Context: an optimization exercise on an open-source flow, tuned for small area and a short achievable clock period. The choices shown serve that exercise and are no tape-out recipe.
The RTL was checked by simulation tests, not by an equivalence proof against the original design.
Power figures rest on the tool's default switching activity, not on a simulated workload.

File: flow/flow/run.sh
#!/bin/bash
# The standard layout (the standard.sh, unchanged synthesis and SDC),
# with two changes to how it is made:
#  - port buffers are buf_2 cells instead of the default delay buffers;
#  - the timing repair passes aim for 8 ns of setup slack at the design's
#    15 ns clock, so they also shorten paths that already meet it.
# make's output goes to make_finish.log here; each ORFS step keeps its own
# log under orfs/logs/.
set -o pipefail
bash standard.sh "BUFFER_PORTS_ARGS=-buffer_cell sky130_fd_sc_hd__buf_2" \
    SETUP_SLACK_MARGIN=8 finish 2>&1 | tee make_finish.log
File: flow/standard.sh
#!/bin/bash
# synth_recipe.tcl (not shown) runs the flow's synth.tcl, then flattens the netlist and writes it again
# the make line also repeats each setting of config.mk as NAME=value (left out here)
make -C /OpenROAD-flow-scripts/flow DESIGN_CONFIG=/design/flow/config.mk WORK_HOME=/design/flow/orfs CLKGATE_MAP_FILE= SYNTH_SCRIPT=/design/flow/synth_recipe.tcl "${@:-finish}"
File: flow/config.mk
export PLATFORM = sky130hd
export DESIGN_NAME = tfa_core
export DESIGN_NICKNAME = tfa_core
export VERILOG_FILES = /design/flow/design.v
export SDC_FILE = /design/flow/constraint.sdc
export NUM_CORES = 4
export LEC_CHECK = 0
export CAP_MARGIN = 20
export CORE_MARGIN = 2
export CORE_UTILIZATION = 55
export CTS_BUF_LIST = sky130_fd_sc_hd__clkbuf_8
export CTS_CLUSTER_DIAMETER = 60
export CTS_CLUSTER_SIZE = 16
export PLACE_DENSITY = 0.7
export SLEW_MARGIN = 20
File: flow/constraint.sdc
create_clock -name core_clock -period 15.0 [get_ports {clk}]
set_input_delay 3.0000 -clock core_clock [delete_from_list [all_inputs] [get_ports {clk}]]
set_output_delay 3.0000 -clock core_clock [all_outputs]
set_load 0.01 [all_outputs]
File: flow/design.v
module tfa_core (
    input  wire         clk,
    input  wire         rst,
    input  wire         host_we,
    input  wire [6:0]   host_addr,
    input  wire [31:0]  host_wdata,
    input  wire [31:0]  prog_len,
    output wire [31:0]  pc,
    input  wire [105:0] prog_rec,
    input  wire         dev_ready,
    output wire         dev_clear,
    output wire         z,
    output wire         rf_we,
    output wire [2:0]   rf_waddr,
    output wire [31:0]  rf_wdata,
    output wire         mem_we,
    output wire [5:0]   mem_waddr,
    output wire [31:0]  mem_wdata,
    output wire         done,
    output wire         fault,
    output wire [2:0]   fault_code,
    output wire [31:0]  fault_idx,
    output wire [31:0]  fault_info,
    output wire [31:0]  fault_cycle,
    output wire [31:0]  cycles,
    output wire [31:0]  stalls,
    output wire [31:0]  cache_hits,
    output wire [31:0]  cache_misses,
    output wire [31:0]  interrupts
);
    localparam [3:0] OP_NOP = 4'd0, OP_ADD = 4'd1, OP_SUB = 4'd2, OP_MUL = 4'd3,
                     OP_AND = 4'd4, OP_SHL = 4'd5, OP_MOV = 4'd6, OP_LOAD = 4'd7,
                     OP_STORE = 4'd8, OP_CMP = 4'd9, OP_JMP = 4'd10, OP_JZ = 4'd11,
                     OP_JNZ = 4'd12, OP_JE = 4'd13;
    localparam [2:0]  SENTINEL_REG   = 3'd7;
    localparam [31:0] SENTINEL_VALUE = 32'd999;
    reg [31:0] regs [0:7];
    reg [31:0] main_mem [0:63];
    reg [31:0] pc_r;
    reg        z_r;
    reg [3:0]  c_valid;
    reg [1:0]  c_tag [0:3];
    reg         if_valid;
    reg [3:0]   if_op;
    reg         if_br, if_jmp, if_jz, if_jnz;    
    reg [2:0]   if_dest;
    reg         if_r0, if_r1;       
    reg [31:0]  if_v0, if_v1;       
    reg         id_valid;
    reg         id_dv;              
    reg         id_wz;              
    reg         id_ld, id_st, id_shl;
    reg         id_a_en, id_b_en, id_b_inv, id_and;    
    reg         id_zadd, id_zeq, id_zand, id_zmul, id_zshl;   
    reg [2:0]   id_dest;
    reg [31:0]  id_va, id_vb;
    reg [15:0]  id_bone, id_btwo, id_bneg;   
    reg [31:0]  id_idx;
    reg         ex_valid;
    reg         ex_ld, ex_st, ex_dv;
    reg [2:0]   ex_dest;
    reg [31:0]  ex_idx;
    reg [31:0]  ex_result;
    reg [31:0]  ex_sval;
    reg         mem_valid;
    reg         mem_dv;
    reg [2:0]   mem_dest;
    reg [31:0]  mem_result;
    reg         wb_valid;
    reg         done_r, fault_r;
    reg [31:0]  cycles_r, stalls_r, hits_r, misses_r, irqs_r;
    wire pc_in_bounds = !pc_r[31] && ($signed(pc_r) < $signed(prog_len));
    wire pipe_empty   = !if_valid && !id_valid && !ex_valid && !mem_valid && !wb_valid;
    wire natural_end  = pipe_empty && !dev_ready && !pc_in_bounds;
    wire active       = !rst && !done_r && !fault_r;
    wire irq_cycle    = active && dev_ready;
    wire stage_cycle  = active && !dev_ready;
    wire        addr_bad  = ex_result[31] || (|ex_result[30:6]);
    wire        mem_fault = (ex_ld || ex_st) && addr_bad;
    wire [5:0]  maddr     = ex_result[5:0];
    wire [1:0]  m_line    = maddr[3:2];
    wire        c_hit     = c_valid[m_line] && (c_tag[m_line] == maddr[5:4]);
    wire [31:0] mem_rd    = main_mem[maddr];
    wire [31:0] mem_next_result = ex_ld ? mem_rd : ex_result;
    wire shift_big = |id_vb[30:5];
    wire ex_fault  = id_shl && id_vb[31];
    wire [31:0] row_a   = id_va & {32{id_a_en}};
    wire [31:0] row_b   = (id_vb ^ {32{id_b_inv}}) & {32{id_b_en}};
    wire [31:0] row_and = id_va & id_vb & {32{id_and}};
    wire [31:0] row_shl = (id_va << id_vb[4:0]) & {32{id_shl && !shift_big}};
    wire [15:0] bt_neg = id_bneg;
    wire [31:0] pp [0:15];
    genvar gi;
    generate
        for (gi = 0; gi < 16; gi = gi + 1) begin : g_booth
            wire [31:0] mag = ({32{id_bone[gi]}} & id_va) | ({32{id_btwo[gi]}} & {id_va[30:0], 1'b0});
            wire [31:0] sel = mag ^ {32{id_bneg[gi]}};
            if (gi == 0) begin : g_first
                assign pp[gi] = sel;
            end else if (gi == 1) begin : g_second
                assign pp[gi] = {sel[29:0], 1'b0, bt_neg[0]};
            end else begin : g_rest
                assign pp[gi] = {sel[31-2*gi:0], 1'b0, bt_neg[gi-1], {(2*gi-2){1'b0}}};
            end
        end
    endgenerate
    wire [31:0] r0  = pp[0] | row_a;
    wire [31:0] r1  = pp[1] | row_b;
    wire [31:0] r2  = pp[2] | row_and;
    wire [31:0] r3  = pp[3] | {31'd0, id_b_inv};
    wire [31:0] r4  = pp[4];
    wire [31:0] r5  = pp[5];
    wire [31:0] r6  = pp[6];
    wire [31:0] r7  = pp[7];
    wire [31:0] r8  = pp[8];
    wire [31:0] r9  = pp[9];
    wire [31:0] r10 = pp[10];
    wire [31:0] r11 = pp[11];
    wire [31:0] r12 = pp[12];
    wire [31:0] r13 = pp[13];
    wire [31:0] r14 = pp[14];
    wire [31:0] r15 = pp[15];
    wire [31:0] r16 = row_shl | {1'b0, bt_neg[15], 30'd0};
    wire [31:0] t0s = r0 ^ r1 ^ r2;
    wire [31:0] t0c = {((r0[30:0] & r1[30:0]) | (r0[30:0] & r2[30:0]) | (r1[30:0] & r2[30:0])), 1'b0};
    wire [31:0] t1s = r3 ^ r4 ^ r5;
    wire [31:0] t1c = {((r3[30:0] & r4[30:0]) | (r3[30:0] & r5[30:0]) | (r4[30:0] & r5[30:0])), 1'b0};
    wire [31:0] t2s = r6 ^ r7 ^ r8;
    wire [31:0] t2c = {((r6[30:0] & r7[30:0]) | (r6[30:0] & r8[30:0]) | (r7[30:0] & r8[30:0])), 1'b0};
    wire [31:0] t3s = r9 ^ r10 ^ r11;
    wire [31:0] t3c = {((r9[30:0] & r10[30:0]) | (r9[30:0] & r11[30:0]) | (r10[30:0] & r11[30:0])), 1'b0};
    wire [31:0] t4s = r12 ^ r13 ^ r14;
    wire [31:0] t4c = {((r12[30:0] & r13[30:0]) | (r12[30:0] & r14[30:0]) | (r13[30:0] & r14[30:0])), 1'b0};
    wire [31:0] t5s = t0s ^ t0c ^ t1s;
    wire [31:0] t5c = {((t0s[30:0] & t0c[30:0]) | (t0s[30:0] & t1s[30:0]) | (t0c[30:0] & t1s[30:0])), 1'b0};
    wire [31:0] t6s = t1c ^ t2s ^ t2c;
    wire [31:0] t6c = {((t1c[30:0] & t2s[30:0]) | (t1c[30:0] & t2c[30:0]) | (t2s[30:0] & t2c[30:0])), 1'b0};
    wire [31:0] t7s = t3s ^ t3c ^ t4s;
    wire [31:0] t7c = {((t3s[30:0] & t3c[30:0]) | (t3s[30:0] & t4s[30:0]) | (t3c[30:0] & t4s[30:0])), 1'b0};
    wire [31:0] t8s = t5s ^ t5c ^ t6s;
    wire [31:0] t8c = {((t5s[30:0] & t5c[30:0]) | (t5s[30:0] & t6s[30:0]) | (t5c[30:0] & t6s[30:0])), 1'b0};
    wire [31:0] t9s = t6c ^ t7s ^ t7c;
    wire [31:0] t9c = {((t6c[30:0] & t7s[30:0]) | (t6c[30:0] & t7c[30:0]) | (t7s[30:0] & t7c[30:0])), 1'b0};
    wire [31:0] t10s = t4c ^ r15 ^ r16;
    wire [31:0] t10c = {((t4c[30:0] & r15[30:0]) | (t4c[30:0] & r16[30:0]) | (r15[30:0] & r16[30:0])), 1'b0};
    wire [31:0] t11s = t8s ^ t8c ^ t9s;
    wire [31:0] t11c = {((t8s[30:0] & t8c[30:0]) | (t8s[30:0] & t9s[30:0]) | (t8c[30:0] & t9s[30:0])), 1'b0};
    wire [31:0] t12s = t9c ^ t10s ^ t10c;
    wire [31:0] t12c = {((t9c[30:0] & t10s[30:0]) | (t9c[30:0] & t10c[30:0]) | (t10s[30:0] & t10c[30:0])), 1'b0};
    wire [31:0] t13s = t11s ^ t11c ^ t12s;
    wire [31:0] t13c = {((t11s[30:0] & t11c[30:0]) | (t11s[30:0] & t12s[30:0]) | (t11c[30:0] & t12s[30:0])), 1'b0};
    wire [31:0] t14s = t13s ^ t13c ^ t12c;
    wire [31:0] t14c = {((t13s[30:0] & t13c[30:0]) | (t13s[30:0] & t12c[30:0]) | (t13c[30:0] & t12c[30:0])), 1'b0};
    wire [31:0] tree_s = t14s;
    wire [31:0] tree_c = t14c;
    wire [31:0] ex_next_result = tree_s + tree_c;
    wire [31:0] a_low_zero, b_low_zero;    
    genvar gk;
    generate
        for (gk = 0; gk < 32; gk = gk + 1) begin : g_lowz
            assign a_low_zero[gk] = ~|id_va[gk:0];
            assign b_low_zero[gk] = ~|id_vb[gk:0];
        end
    endgenerate
    wire [31:0] b_low_zero_rev;
    generate
        for (gk = 0; gk < 32; gk = gk + 1) begin : g_rev
            assign b_low_zero_rev[gk] = b_low_zero[31-gk];
        end
    endgenerate
    wire z_add = ((id_va ^ id_vb) == {(id_va[30:0] | id_vb[30:0]), 1'b0});
    wire z_eq  = (id_va == id_vb);
    wire z_and = ~|(id_va & id_vb);
    wire z_mul = &(~id_va | b_low_zero_rev);
    wire z_shl = shift_big || a_low_zero[~id_vb[4:0]];
    wire sum_zero = (id_zadd && z_add) || (id_zeq && z_eq) || (id_zand && z_and) ||
                    (id_zmul && z_mul) || (id_zshl && z_shl);
    wire t_z1 = if_valid && (if_jmp || if_jz);
    wire t_z0 = if_valid && (if_jmp || if_jnz);
    wire t_zr = z_r ? t_z1 : t_z0;
    wire t_ex = sum_zero ? t_z1 : t_z0;
    wire branch_taken = id_wz ? t_ex : t_zr;
    wire z_now        = id_wz ? sum_zero : z_r;
    wire [2:0] s0_reg = if_v0[2:0];
    wire [2:0] s1_reg = if_v1[2:0];
    wire s0_wb  = mem_dv && (mem_dest == s0_reg);
    wire s0_mem = ex_dv  && (ex_dest  == s0_reg);
    wire s0_ex  = id_dv  && (id_dest  == s0_reg);
    wire s1_wb  = mem_dv && (mem_dest == s1_reg);
    wire s1_mem = ex_dv  && (ex_dest  == s1_reg);
    wire s1_ex  = id_dv  && (id_dest  == s1_reg);
    wire s0_use_ex = if_r0 && !s0_wb && !s0_mem && s0_ex;
    wire s1_use_ex = if_r1 && !s1_wb && !s1_mem && s1_ex;
    wire d_stall   = if_valid && !if_br && id_ld && (s0_use_ex || s1_use_ex);
    wire [31:0] s0_early = !if_r0 ? if_v0 :
                           s0_wb  ? mem_result :
                           s0_mem ? mem_next_result :
                                    regs[s0_reg];
    wire [31:0] s1_early = !if_r1 ? if_v1 :
                           s1_wb  ? mem_result :
                           s1_mem ? mem_next_result :
                                    regs[s1_reg];
    wire [31:0] s0_fwd = s0_use_ex ? ex_next_result : s0_early;
    wire [31:0] s1_fwd = s1_use_ex ? ex_next_result : s1_early;
    wire d_ok = if_valid && !if_br && !d_stall;
    wire d_op_z = (if_op == OP_ADD) || (if_op == OP_SUB) || (if_op == OP_MUL) ||
                  (if_op == OP_AND) || (if_op == OP_SHL) || (if_op == OP_CMP);
    wire [3:0]  f_op     = prog_rec[3:0];
    wire        f_src_lo = (f_op == OP_STORE) || (f_op == OP_CMP) || (f_op >= OP_JMP);
    wire [1:0]  f_k0 = prog_rec[5:4];
    wire [1:0]  f_k1 = prog_rec[7:6];
    wire [1:0]  f_k2 = prog_rec[9:8];
    wire [31:0] f_v0 = prog_rec[41:10];
    wire [31:0] f_v1 = prog_rec[73:42];
    wire [31:0] f_v2 = prog_rec[105:74];
    wire [32:0] d_bx = {s1_fwd & {32{if_op == OP_MUL}}, 1'b0};
    wire [15:0] d_bone, d_btwo, d_bneg;
    generate
        for (gi = 0; gi < 16; gi = gi + 1) begin : g_benc
            wire b0 = d_bx[2*gi];
            wire b1 = d_bx[2*gi+1];
            wire b2 = d_bx[2*gi+2];
            assign d_bone[gi] = b1 ^ b0;
            assign d_btwo[gi] = (b2 && !b1 && !b0) || (!b2 && b1 && b0);
            assign d_bneg[gi] = b2;
        end
    endgenerate
    wire [31:0] pc_seq = (!d_stall && pc_in_bounds) ? pc_r + 32'd1 : pc_r;
    wire wb_write = stage_cycle && mem_dv;
    wire do_store = stage_cycle && ex_st && !addr_bad;
    assign pc           = pc_r;
    assign z            = z_r;
    assign dev_clear    = irq_cycle;
    assign rf_we        = wb_write || irq_cycle;
    assign rf_waddr     = dev_ready ? SENTINEL_REG : mem_dest;
    assign rf_wdata     = dev_ready ? SENTINEL_VALUE : mem_result;
    assign mem_we       = do_store;
    assign mem_waddr    = maddr;
    assign mem_wdata    = ex_sval;
    assign done         = done_r;
    assign fault        = fault_r;
    assign fault_code   = mem_fault ? 3'd3 : 3'd6;
    assign fault_idx    = mem_fault ? ex_idx : id_idx;
    assign fault_info   = mem_fault ? ex_result : id_vb;
    assign fault_cycle  = cycles_r;
    assign cycles       = cycles_r;
    assign stalls       = stalls_r;
    assign cache_hits   = hits_r;
    assign cache_misses = misses_r;
    assign interrupts   = irqs_r;
    always @(posedge clk) begin
        if (rst) begin
            if (host_we && host_addr[6])
                regs[host_addr[2:0]] <= host_wdata;
        end else if (rf_we) begin
            regs[rf_waddr] <= rf_wdata;
        end
    end
    wire        mw_en   = rst ? (host_we && !host_addr[6]) : do_store;
    wire [5:0]  mw_addr = rst ? host_addr[5:0] : maddr;
    wire [31:0] mw_data = rst ? host_wdata : ex_sval;
    genvar gw;
    generate
        for (gw = 0; gw < 64; gw = gw + 1) begin : g_mem
            wire we = mw_en && (mw_addr == gw);
            always @(posedge clk)
                if (we) main_mem[gw] <= mw_data;
        end
    endgenerate
    wire c_fill = stage_cycle && ex_ld && !addr_bad && !c_hit;
    always @(posedge clk) begin
        if (c_fill)
            c_tag[m_line] <= maddr[5:4];
    end
    always @(posedge clk) begin
        if (rst)
            c_valid <= 4'd0;
        else if (c_fill)
            c_valid[m_line] <= 1'b1;
    end
    wire mem_go  = stage_cycle && !mem_fault;      
    wire advance = mem_go && !ex_fault;            
    always @(posedge clk) begin
        if (rst) begin
            pc_r      <= 32'd0;
            z_r       <= 1'b0;
            if_valid  <= 1'b0;
            id_valid  <= 1'b0;
            id_dv     <= 1'b0;
            id_wz     <= 1'b0;
            id_ld     <= 1'b0;
            id_st     <= 1'b0;
            id_shl    <= 1'b0;
            ex_valid  <= 1'b0;
            ex_ld     <= 1'b0;
            ex_st     <= 1'b0;
            ex_dv     <= 1'b0;
            mem_valid <= 1'b0;
            mem_dv    <= 1'b0;
            wb_valid  <= 1'b0;
            done_r    <= 1'b0;
            fault_r   <= 1'b0;
            cycles_r  <= 32'd0;
            stalls_r  <= 32'd0;
            hits_r    <= 32'd0;
            misses_r  <= 32'd0;
            irqs_r    <= 32'd0;
        end else begin
            if (irq_cycle)
                irqs_r <= irqs_r + 32'd1;
            if (irq_cycle || (advance && !natural_end))
                cycles_r <= cycles_r + 32'd1;
            if (stage_cycle && natural_end)
                done_r <= 1'b1;
            if (stage_cycle && (mem_fault || ex_fault))
                fault_r <= 1'b1;
            if (stage_cycle)
                wb_valid <= mem_valid;
            if (mem_go) begin
                mem_valid <= ex_valid;
                mem_dv    <= ex_dv;
                if (ex_ld && c_hit)
                    hits_r <= hits_r + 32'd1;
                if (ex_ld && !c_hit)
                    misses_r <= misses_r + 32'd1;
            end
            if (advance) begin
                ex_valid <= id_valid;
                ex_ld    <= id_ld;
                ex_st    <= id_st;
                ex_dv    <= id_dv;
                z_r      <= z_now;
                id_valid <= if_valid && !d_stall && !branch_taken;
                id_dv    <= d_ok && (if_op >= OP_ADD) && (if_op <= OP_LOAD);
                id_wz    <= d_ok && d_op_z;
                id_ld    <= d_ok && (if_op == OP_LOAD);
                id_st    <= d_ok && (if_op == OP_STORE);
                id_shl   <= d_ok && (if_op == OP_SHL);
                if (d_stall)
                    stalls_r <= stalls_r + 32'd1;
                if_valid <= !branch_taken && (d_stall || pc_in_bounds);
                pc_r     <= branch_taken ? if_v0 : pc_seq;
            end
        end
    end
    always @(posedge clk) begin
        if (mem_go) begin
            mem_dest   <= ex_dest;
            mem_result <= mem_next_result;
        end
    end
    always @(posedge clk) begin
        if (advance) begin
            ex_dest   <= id_dest;
            ex_idx    <= id_idx;
            ex_result <= ex_next_result;
            ex_sval   <= id_va;
            id_idx   <= pc_r - 32'd1;
            id_dest  <= if_dest;
            id_va    <= s0_fwd;
            id_vb    <= s1_fwd;
            id_bone  <= d_bone;
            id_btwo  <= d_btwo;
            id_bneg  <= d_bneg;
            id_a_en  <= (if_op == OP_ADD) || (if_op == OP_SUB) || (if_op == OP_CMP) ||
                        (if_op == OP_MOV) || (if_op == OP_LOAD);
            id_b_en  <= (if_op == OP_ADD) || (if_op == OP_SUB) || (if_op == OP_CMP) ||
                        (if_op == OP_STORE);
            id_b_inv <= (if_op == OP_SUB) || (if_op == OP_CMP);
            id_and   <= (if_op == OP_AND);
            id_zadd  <= (if_op == OP_ADD);
            id_zeq   <= (if_op == OP_SUB) || (if_op == OP_CMP);
            id_zand  <= (if_op == OP_AND);
            id_zmul  <= (if_op == OP_MUL);
            id_zshl  <= (if_op == OP_SHL);
            if (!d_stall) begin
                if_op   <= f_op;
                if_br   <= (f_op >= OP_JMP) && (f_op <= OP_JE);
                if_jmp  <= (f_op == OP_JMP);
                if_jz   <= (f_op == OP_JZ) || (f_op == OP_JE);
                if_jnz  <= (f_op == OP_JNZ);
                if_dest <= f_v0[2:0];
                if_r0   <= f_src_lo ? (f_k0 == 2'b01) : (f_k1 == 2'b01);
                if_v0   <= f_src_lo ? f_v0 : f_v1;
                if_r1   <= f_src_lo ? (f_k1 == 2'b01) : (f_k2 == 2'b01);
                if_v1   <= f_src_lo ? f_v1 : f_v2;
            end
        end
    end
endmodule
==> flow_metrics.py <==
metrics = {
    "global_route": {
        "grt_pass1_vias": 92500,
        "grt_use_total_pct": 44.6,
        "globalRouteOverflowTotal": 0,
        "initial_antenna_violation_count": 64,
        "grt_max_degree": 179,
        "global_route_wire_length_before_repair_um": 760000,
    },
    "critical_path": {
        "delay_heaviest_family_cp": "adder cells",
        "critical_path.most_common_cell": "sky130_fd_sc_hd__fa_1",
        "worst_ep_required_time_ps": 15920,
        "reg2regPathDepth": 25,
        "reg2reg_from": "id_va[12]$_DFFE_PP_",
        "end_kind": "flip-flop",
        "start_kind": "flip-flop",
        "critPathMaxFanout": 15,
        "reg2reg_to": "id_btwo[15]$_DFFE_PP_",
        "reg2reg_slack_ps": 7640,
        "worstPathArrival_ps": 8280,
        "worst-path-buf-inv": 5,
        "max_stage_delay_ps": 520,
        "slowest_stage": "sky130_fd_sc_hd__fa_1",
        "crit_path_category": "flip-flop to flip-flop",
    },
    "drt": {
        "route.detailed.drc": 0,
        "drt_first_iter_violations": 20900,
        "drt-total-wl_um": 567000,
        "number_of_nets_still_failing_antenna_checks_after_routing": 0,
        "number_of_iterations_in_the_first_detailed_routing_pass": 9,
        "detailroute.via_count": 102000,
        "via_density_per_instance": 7.39,
        "routed_length_per_instance_um": 41.1,
    },
    "cts": {
        "max-clock-path-buffers": 3,
        "h_tree_levels": 4,
        "clkLatencyLatePin_ps": 1160,
        "root_buffer": "sky130_fd_sc_hd__clkbuf_8",
        "cts_made_buffers": 219,
        "number_of_clock_sinks": 2898,
        "cts.reportedPaths.clkPinSlew_ps": 110,
        "holdBufCountCts": 0,
        "cts_tree": "yes",
    },
    "yosys": {
        "syn_avg_cell_area_um2": 13.4,
        "synth_nets": 10600,
        "synth_cells": 9984,
        "yosys_register_bits": 2898,
        "yosys.area.top_type": "sky130_fd_sc_hd__edfxtp_1",
        "synth_top_cells_by_area": "sky130_fd_sc_hd__edfxtp_1 60%, sky130_fd_sc_hd__a22oi_1 5.1%, sky130_fd_sc_hd__fa_1 3.4%, sky130_fd_sc_hd__dfxtp_1 3.3%, sky130_fd_sc_hd__nand3_1 2.8%",
        "synth_edf_count": 2677,
        "synthesis.yosys.warnings": 2,
        "post-synth-top-area-fraction_pct": 60.1,
        "seq_area_frac_synth_pct": 63.4,
        "netlist-cell-type-count": 87,
        "dominantRegCellSynth": "sky130_fd_sc_hd__edfxtp_1",
        "synth.cell_area_um2": 134000,
        "async_flop_share_pct": 0,
    },
    "finish": {
        "nNetsFinal": 11100,
        "layout.core_utilization_pct": 61.0,
        "fillcell_total": 18600,
        "area_delta_synth_final_pct": 10.7,
        "final_layout_size_suffix_gt1_share_pct": 18.2,
        "final_cell_area_um2": 148000,
    },
    "timing": {
        "grt_setup_unrepaired": "yes",
        "slew_viol_final": 0,
        "timing.final.crit_period_ps": 7360,
        "final_worst_setup_slack_ps": 7640,
        "setup_skew_ps": 176,
        "timing.slew.headroom_pct": 3.28,
        "setup_viol": 0,
        "max_freq_ghz": 0.136,
        "setup_tns_final_ps": 0,
        "timing.final.hold_violations": 0,
        "timing.final.crit_share_pct": 49.1,
        "worst_slew_pin_slew_ps": 1440,
    },
    "min_path": {
        "worst_hold_path.endpoint": "id_dest[1]$_DFFE_PP_",
        "hold_path.startpoint": "if_dest[1]$_DFFE_PP_",
        "hold_path.class": "flip-flop to flip-flop",
        "hold_path_depth": 0,
    },
    "power": {
        "power.switching_w": 0.0133,
        "power.combinational.fraction_pct": 54.5,
        "cellPowerDensity_nw_per_um2": 205,
        "power_w": 0.0304,
        "netSwitchingFraction_pct": 43.9,
        "leakage_nw": 50.8,
        "p_int_w": 0.0171,
        "clkPwrFrac_pct": 14.0,
        "peakVddDrop_mv": 0.958,
        "sequential_share_of_power_pct": 31.5,
    },
    "outcome": {
        "status": "finished clean",
    },
    "place": {
        "place_hpwl_um": 343000,
        "gp_routability_congestion": 1.06,
        "buffer_ports.inserted": 549,
        "dpl_worst_slack_ps": 6740,
        "dpl_cell_area_um2": 141000,
    },
    "floorplanning": {
        "core.rowCount": 181,
        "fp.coreArea_um2": 243000,
        "design.portCount": 551,
        "die_area_um2": 247000,
        "floorplan.die.height_um": 497,
        "starting_density_of_the_core_pct": 55.1,
        "die_w_um": 497,
    },
    "flow_run": {
        "drv.max_cap_violation_count": 0,
    },
}
-- flip-flops by register name (all words and copies together) (netlist names), 32 cells and up, named ones only --
| signal | cells |
|---|---|
| main_mem | 2048 |
| regs | 256 |
| cycles_r | 32 |
| ex_idx | 32 |
| ex_result | 32 |
| ex_sval | 32 |
| hits_r | 32 |
| id_idx | 32 |
| id_va | 32 |
| id_vb | 32 |
| if_v0 | 32 |
| if_v1 | 32 |
| irqs_r | 32 |
| mem_result | 32 |
| misses_r | 32 |
| pc_r | 32 |
| stalls_r | 32 |
-- Yosys cell counts, types with 35 or more instances --
cell type,number
sky130_fd_sc_hd__edfxtp_1,2677
sky130_fd_sc_hd__and3_1,68
sky130_fd_sc_hd__nor3_1,93
sky130_fd_sc_hd__mux2_2,137
sky130_fd_sc_hd__clkbuf_1,582
sky130_fd_sc_hd__nor4_1,117
sky130_fd_sc_hd__dfxtp_1,221
sky130_fd_sc_hd__o21ai_0,206
sky130_fd_sc_hd__a31oi_1,35
sky130_fd_sc_hd__nand4_1,360
sky130_fd_sc_hd__ha_1,204
sky130_fd_sc_hd__nor2_1,389
sky130_fd_sc_hd__nand2_1,559
sky130_fd_sc_hd__or3_1,46
sky130_fd_sc_hd__and2_1,63
sky130_fd_sc_hd__a21oi_1,315
sky130_fd_sc_hd__inv_1,394
sky130_fd_sc_hd__nand3_1,744
sky130_fd_sc_hd__nor2b_1,120
sky130_fd_sc_hd__mux2i_1,68
sky130_fd_sc_hd__xor2_1,266
sky130_fd_sc_hd__nand2b_1,43
sky130_fd_sc_hd__xnor2_1,247
sky130_fd_sc_hd__fa_1,229
sky130_fd_sc_hd__mux4_2,157
sky130_fd_sc_hd__buf_1,102
sky130_fd_sc_hd__a211oi_1,89
sky130_fd_sc_hd__buf_4,44
sky130_fd_sc_hd__a22oi_1,914
sky130_fd_sc_hd__and2_0,37
-- per-layer routing --
metal	GRT usage [%]	vias to the layer above	part of all wire [%]
li1	-	38900	-
met1	59.4	50300	33
met2	60.4	10300	40
met3	19.1	2300	19
met4	27.0	48	7.8
met5	0	-	0.063
-- layout make-up --
cell class	instances	area (um^2)	share of cell area [%]
diodes	46	115	0.0777
clock buffers	227	3120	2.11
clock inverters	83	872	0.589
inverters	399	1510	1.02
multi-input cells	5928	46400	31.3
flip-flops and latches	2898	84800	57.3
well taps	3202	4010	2.71
repair buffers	1007	7220	4.88
-- cells in the final DEF, fill, tap and decap left out, drive strengths merged, types with 137 or more instances in the layout --
cell and count:
a21oi 315, a22oi 914, buf 992, clkbuf 231, dfxtp 221, edfxtp 2677, fa 229, ha 204
inv 448, mux2 137, mux4 157, nand2 559, nand3 744, nand4 361, nor2 389, o21ai 237
xnor2 247, xor2 266
-- metrics by stage --
stage                     cells  hold WS [ps]
after global placement    13300           408
after detailed placement  13300           406
final                     13800           407
after CTS                 13700           406
after global routing      13800           409
after floorplan            9984           400
-- how the worst max path moves through the flow --
stage                                    start               endpoint  slack [ps]  depth (start not counted)
final                      id_va[12]$_DFFE_PP_  id_btwo[15]$_DFFE_PP_        7640                         25
after global routing       id_va[12]$_DFFE_PP_  id_btwo[15]$_DFFE_PP_        7570                         27
after CTS                  id_va[12]$_DFFE_PP_  id_btwo[15]$_DFFE_PP_        7870                         24
after detailed placement  id_bneg[0]$_DFFE_PP_  id_btwo[14]$_DFFE_PP_        6740                         23
after global placement    id_bneg[0]$_DFFE_PP_  id_btwo[14]$_DFFE_PP_        6940                         23
after floorplan                            rst                  rf_we        8000                          5
-- worst reg2reg max path: stages, from the launching register on --
cell and delay [ps]:
sky130_fd_sc_hd__edfxtp_1 390, sky130_fd_sc_hd__buf_12 150, sky130_fd_sc_hd__buf_12 190, sky130_fd_sc_hd__ha_1 450
sky130_fd_sc_hd__a21oi_1 180, sky130_fd_sc_hd__fa_1 500, sky130_fd_sc_hd__fa_1 520, sky130_fd_sc_hd__fa_1 510
sky130_fd_sc_hd__inv_1 50, sky130_fd_sc_hd__fa_1 510, sky130_fd_sc_hd__inv_1 70, sky130_fd_sc_hd__fa_1 480
sky130_fd_sc_hd__inv_1 40, sky130_fd_sc_hd__ha_1 310, sky130_fd_sc_hd__ha_4 300, sky130_fd_sc_hd__o21a_1 190
sky130_fd_sc_hd__o21ai_0 180, sky130_fd_sc_hd__nand2b_1 140, sky130_fd_sc_hd__a21oi_4 210, sky130_fd_sc_hd__a211o_1 220
sky130_fd_sc_hd__a31oi_4 140, sky130_fd_sc_hd__o41ai_2 350, sky130_fd_sc_hd__xnor2_1 190, sky130_fd_sc_hd__a221o_1 440
sky130_fd_sc_hd__or3_1 320, sky130_fd_sc_hd__a21oi_1 120
-- power by group through the flow --
stage	Sequential (W)	Clock (W)	Combinational, W
3_3_place_gp	0.00977	0	0.0123
6_report	0.00959	0.00425	0.0166
2_1_floorplan	0.00966	0	0.00763
5_1_grt	0.00959	0.00447	0.0171
3_5_place_dp	0.00977	0	0.0124
4_1_cts	0.00958	0.00421	0.0142
-- cell families after synthesis --
kind of cell | share of synthesized area, %
AO/OA/AOI/OAI | 9.63
XOR/XNOR | 3.36
adder cells (fa/ha/maj) | 5.34
buffers and inverters | 3.42
flip-flops | 63.4
multiplexers | 4.31
other | 0.00280
AND/OR/NAND/NOR | 10.5
-- timing repair --
action	in CTS	in global routing
pin swaps	26	58
buffers inserted	85	43
gates cloned	13	4
resized for setup	183	127
endpoints found under the setup margin	139	72

[static timing again, ports no longer ideal]
Ports are ideal in the flow. The routed layout listed here was re-timed in OpenROAD.
Step 1, drivers: a clkbuf_16 drives clk and a buf_2 each remaining input, both assumed.
Step 2 times the ports against the registers' clock, not the clock port: input delays grow and output delays shrink by t, the midpoint of the rising clock arrivals with the driver on.
a / b / c = ideal ports / drivers / drivers and shift; a / b = the first two.
shift t [ns]: 1.172
setup slack, ns: 7.640 / 7.591 / 7.054
slew at the worst register clock pin (ns): 0.12 / 0.12
worst data-port slew with drivers (ns): 0.54
pins driven straight from the clock port: 1
After both steps this run still meets setup and hold. The setup slack of this run moves by -0.049 ns with the drivers and by -0.586 ns with both steps.
